Background: an optimization exercise with open tools, aiming at small area, a short achievable clock period and few clock cycles. Do not read the settings as production practice.
At most, simulation tests tie the RTL to the original design; equivalence was not proved.
Power and IR drop assume default switching activity.

// rawc_seq
module rawc_seq (
    input  wire        clk,
    input  wire        rst,         
    input  wire        cmd_valid,
    output wire        cmd_ready,
    input  wire [31:0] cmd_word,
    input  wire        wr_valid,
    output wire        wr_ready,
    input  wire [7:0]  wr_byte,
    output wire        rd_valid,
    output wire [7:0]  rd_byte,
    output wire        rsp_valid,
    input  wire        rsp_ready,
    output wire [31:0] rsp_word,
    output wire        p_valid,
    input  wire        p_ready,
    output wire [3:0]  p_kind,
    output wire [5:0]  p_reg,
    output wire        p_word,
    output wire [15:0] p_wdata,
    input  wire [31:0] p_rdata
);
Size: roughly 79 flip-flops, about 150 I/O pins, roughly 7600 µm² of cells after synthesis.
clock: 5.0 ns
lec_check: 0
cap_margin: 10
core_margin: 2
core_utilization: 55
setup_slack_margin: 1.6
slew_margin: 10
standard.sh (not shown) runs the stock make flow with config.mk's settings and CLKGATE_MAP_FILE= SYNTH_SCRIPT=/design/flow/synth_recipe.tcl, a recipe that flattens the netlist after the stock synthesis.
==> flow/flow/run.sh <==
#!/bin/bash
# Layout flow: the standard ORFS flow (standard.sh), with these changes:
#  - the port buffers inserted during placement use the smallest buffer cell;
#  - synthesis leaves adders to ABC instead of extracting half/full adder
#    cells (ADDER_MAP_FILE empty), so carry chains are mapped as logic; the
#    synthesis script and its register names are the standard ones;
#  - clock tree synthesis uses clkbuf_4/clkbuf_8 and adds no dummy loads.
set -euo pipefail
export BUFFER_PORTS_ARGS="-buffer_cell sky130_fd_sc_hd__buf_1"
export ADDER_MAP_FILE=
export CTS_ARGS="-sink_clustering_enable -repair_clock_nets -buf_list {sky130_fd_sc_hd__clkbuf_4 sky130_fd_sc_hd__clkbuf_8} -dont_use_dummy_load -sink_clustering_size 30 -sink_clustering_max_diameter 80"
bash standard.sh > standard_flow.log 2>&1
The starting point completed without violations.
Then changed:
==> flow/flow/run.sh (replaced) <==
#!/bin/bash
# Layout flow: the standard ORFS flow (standard.sh), with two changes:
#  - the port buffers inserted during placement use the smallest buffer cell;
#  - synthesis leaves adders to ABC instead of extracting half/full adder
#    cells (ADDER_MAP_FILE empty), so carry chains are mapped as logic.
# The synthesis script and its register names are the standard ones.
set -euo pipefail
export BUFFER_PORTS_ARGS="-buffer_cell sky130_fd_sc_hd__buf_1"
export ADDER_MAP_FILE=
bash standard.sh > standard_flow.log 2>&1
Settings changed: CTS_BUF_LIST set to sky130_fd_sc_hd__clkbuf_4 sky130_fd_sc_hd__clkbuf_8.
Result: The new run passed the timing, DRC and antenna checks. Sequential cell count does not change. Via count came out lower slightly. First-iteration DRC count grows by a few percent. Sequential share of layout area came out lower by 0.22 points. Clock-buffer cell count does not change. Non-clock buffer count rises by 4. Worst hold slack gets better by 0.0064 ns. Area after synthesis stays the same. Total power came out higher by a little under a tenth. Die area is unchanged.
Then changed:
Settings changed: CAP_MARGIN 10 to 20, SETUP_SLACK_MARGIN 1.6 to 1.5, SLEW_MARGIN 10 to 20.
After rerunning: Non-clock buffer count is higher by 3; critical path depth goes up by 4; die area stays the same; synthesized cell count is unchanged; final area hardly moves.
No run of this note included a check of the RTL's function; only the layout flow was run.

---

Setup of run 1:
Another version of the RTL of rawc_seq (not shown whole).
Size: about 950 cells after synthesis, roughly 83 flip-flops, about 7500 µm² of cells after synthesis.
Settings: LEC_CHECK=0, CAP_MARGIN=0, CORE_MARGIN=2, CORE_UTILIZATION=55, SETUP_SLACK_MARGIN=1.6, SLEW_MARGIN=0; clock period 5.0 ns.
==> flow/flow/run.sh <==
#!/bin/bash
# Layout flow: the standard ORFS flow (standard.sh), with these changes:
#  - the port buffers inserted during placement use the smallest buffer cell;
#  - synthesis leaves adders to ABC instead of extracting half/full adder
#    cells (ADDER_MAP_FILE empty), so carry chains are mapped as logic; the
#    synthesis script and its register names are the standard ones;
#  - clock tree synthesis uses clkbuf_4/clkbuf_8 and adds no dummy loads.
set -euo pipefail
export BUFFER_PORTS_ARGS="-buffer_cell sky130_fd_sc_hd__buf_1"
export ADDER_MAP_FILE=
export CTS_ARGS="-sink_clustering_enable -repair_clock_nets -buf_list {sky130_fd_sc_hd__clkbuf_4 sky130_fd_sc_hd__clkbuf_8} -dont_use_dummy_load"
bash standard.sh > standard_flow.log 2>&1
Testbench counts of run 1, summed over its fixed seeds: cycles 146,720.
Here is what was changed in the inputs of run 2 compared with run 1.
- an added ABC_AREA of 1
- a change of SLEW_MARGIN from 0 to 10
- a change of CAP_MARGIN from 0 to 10
On initial antenna violation count: between run 1 and run 2, it ends up lower for run 1. Summary of run 2 over run 1: well-tap cell count rose by 8, synthesized area moved up, layout overhead on the synthesized area lost 2.6 points, sequential share of layout area has decreased. Critical path depth ends up lower on run 1.
The following lists how run 3 was set up differently from run 2:
- changing SETUP_SLACK_MARGIN from 1.6 to 1.75
- removing ABC_AREA (formerly 1)
==> comparison <==
Run 3 closes out successfully: all stages finished, all timing, DRC and antenna checks passed. The critical path depth number comes out lower for run 2 vs run 3. Area added between synthesis and finish came out higher on run 3 than on run 2. Relative to run 2, reported combinational group power has decreased by 81% in run 3.
Input-level comparison between run 4 and run 3:
- changing SETUP_SLACK_MARGIN from 1.75 to 1.9
## What came out
Run 4 — cell count 15 higher, run 3 as reference. Re total routed wirelength: run 4 and run 3 aren't equal, and the lower value belongs to run 3. Run comparison: run 4 capture point of the critical path st[4]; run 3 capture point of the critical path p_wdata[0]. Row portion of total power attributed to the clock network: run 4 lower / run 3 higher.

---

delta:
rawc_seq, a different RTL version from the one above (not shown whole).
For scale: ~83 flip-flops, roughly 150 I/O pins, roughly 0.0076 mm² of cells after synthesis.
==> flow/config.mk <==
export PLATFORM = sky130hd
export DESIGN_NAME = rawc_seq
export DESIGN_NICKNAME = rawc_seq
export VERILOG_FILES = /design/flow/design.v
export SDC_FILE = /design/flow/constraint.sdc
export NUM_CORES = 4
export LEC_CHECK = 0
export CAP_MARGIN = 20
export CORE_MARGIN = 2
export CORE_UTILIZATION = 60
export SETUP_SLACK_MARGIN = 1.5
export SLEW_MARGIN = 20
==> flow/constraint.sdc <==
create_clock -name core_clock -period 5.0 [get_ports {clk}]
set_input_delay 1.0000 -clock core_clock [delete_from_list [all_inputs] [get_ports {clk}]]
set_output_delay 1.0000 -clock core_clock [all_outputs]
set_load 0.01 [all_outputs]
==> flow/flow/run.sh <==
#!/bin/bash
# Layout flow: the standard ORFS flow, unchanged, except that the port
# buffers inserted during placement use the smallest buffer cell.
set -euo pipefail
export BUFFER_PORTS_ARGS="-buffer_cell sky130_fd_sc_hd__buf_1"
bash standard.sh > standard_flow.log 2>&1
Here is what was changed in the inputs of zinc compared with delta.
# delta
export LEC_CHECK = 0
export CAP_MARGIN = 20
export CORE_MARGIN = 2
export CORE_UTILIZATION = 60
export SETUP_SLACK_MARGIN = 1.5
export SLEW_MARGIN = 20
create_clock -name core_clock -period 5.0 [get_ports {clk}]
# zinc
export LEC_CHECK = 0
export CAP_MARGIN = 20
export CORE_MARGIN = 2
export CORE_UTILIZATION = 40
export SETUP_SLACK_MARGIN = 1.5
export SLEW_MARGIN = 20
create_clock -name core_clock -period 5.0 [get_ports {clk}]
==> flow/flow/run.sh <==
#!/bin/bash
# Layout flow: the standard ORFS flow (standard.sh), with two changes:
#  - the port buffers inserted during placement use the smallest buffer cell;
#  - synthesis leaves adders to ABC instead of extracting half/full adder
#    cells (ADDER_MAP_FILE empty), so carry chains are mapped as logic.
# The synthesis script and its register names are the standard ones.
set -euo pipefail
export BUFFER_PORTS_ARGS="-buffer_cell sky130_fd_sc_hd__buf_1"
export ADDER_MAP_FILE=
bash standard.sh > standard_flow.log 2>&1
==> run notes <==
Every stage of the flow completed for zinc, and the final layout passed the timing, DRC and antenna checks. zinc ends up with a register-to-register slack that is 0.20 ns higher than in delta. Summary of the comparison: post-synthesis cell area is lower in zinc, relative to delta. zinc vs delta — worst hold slack dropped 0.0060 ns.
### zinc -> harbor
# zinc
export LEC_CHECK = 0
export CAP_MARGIN = 20
export CORE_MARGIN = 2
export CORE_UTILIZATION = 40
export SETUP_SLACK_MARGIN = 1.5
export SLEW_MARGIN = 20
create_clock -name core_clock -period 5.0 [get_ports {clk}]
# harbor
export LEC_CHECK = 0
export CAP_MARGIN = 20
export CORE_MARGIN = 2
export CORE_UTILIZATION = 40
export SETUP_SLACK_MARGIN = 2.5
export SLEW_MARGIN = 20
create_clock -name core_clock -period 5.0 [get_ports {clk}]
--- outcome ---
- harbor vs. zinc: portion of total power attributed to the clock network went down, final design area excluding fillers increased by 24% relative to the old numbers, filler-free cell count of the finished design moved up.
- Per the comparison of harbor with zinc, met3 demand-to-capacity share in global routing +0.91 points, number of cells on the worst reg-to-reg path dropped 1, post-synthesis instance area was more or less identical.
What fjord does differently from harbor at the input level:
# harbor
export LEC_CHECK = 0
export CAP_MARGIN = 20
export CORE_MARGIN = 2
export CORE_UTILIZATION = 40
export SETUP_SLACK_MARGIN = 2.5
export SLEW_MARGIN = 20
create_clock -name core_clock -period 5.0 [get_ports {clk}]
# fjord
export LEC_CHECK = 0
export CAP_MARGIN = 20
export CORE_MARGIN = 2
export CORE_UTILIZATION = 40
export SETUP_SLACK_MARGIN = 1.25
export SLEW_MARGIN = 20
create_clock -name core_clock -period 5.0 [get_ports {clk}]
### Flow results
Higher fraction of power consumed by the clock network goes to fjord over harbor. Cmp fjord and harbor / net switching fraction of the power / higher: harbor. The share of the clock period used by the worst path in fjord sits 7.4 points above the value recorded for harbor. fjord against harbor: met3 layer usage reported by global route fell 0.74 points, power density of the placed cells rose about 30%, combinational share of power fell 7.5 points, global-route usage fell 3.0 points. fjord ends up with a relative area change from synthesis to final layout that is 32 points lower than in harbor. Higher detailed-routed wire length on met3 among fjord and harbor: harbor.
No run of this note included a check of the RTL's function; only the layout flow was run.

[what the ideal ports hide]
In the flow no input, the clock included, has a driving cell. The finished layouts below were timed again as built, in two steps. Step 1: set_driving_cell puts a clkbuf_16 on clk and a buf_2 on each other input, an assumption about the parent block. Step 2, shift: input delay + t, output delay - t, t = (earliest + latest rising clock arrival at the registers) / 2. This alone moves slack from input paths to output paths. Three values: ideal, step 1, step 2; two values: the first two.
run | shift t [ns] | setup slack, ns | worst slew at a driven data input, ns
the first run of note 1 | 0.409 | 1.576 / 1.585 / 1.176 | 0.04
the second run of note 1 | 0.413 | 1.597 / 1.561 / 1.201 | 0.04
the third run of note 1 | 0.412 | 1.498 / 1.499 / 1.087 | 0.04
run 1 | 0.408 | 1.693 / 1.653 / 1.317 | 0.04
run 2 | 0.412 | 1.685 / 1.646 / 1.588 | 0.06
run 3 | 0.417 | 1.742 / 1.702 / 1.407 | 0.04
run 4 | 0.421 | 1.737 / 1.747 / 1.326 | 0.05
delta | 0.393 | 1.381 / 1.339 / 0.990 | 0.06
zinc | 0.391 | 1.587 / 1.545 / 1.226 | 0.04
harbor | 0.393 | 1.712 / 1.682 / 1.317 | 0.06
fjord | 0.390 | 1.341 / 1.299 / 1.045 | 0.04
After both steps every run listed still meets setup and hold.
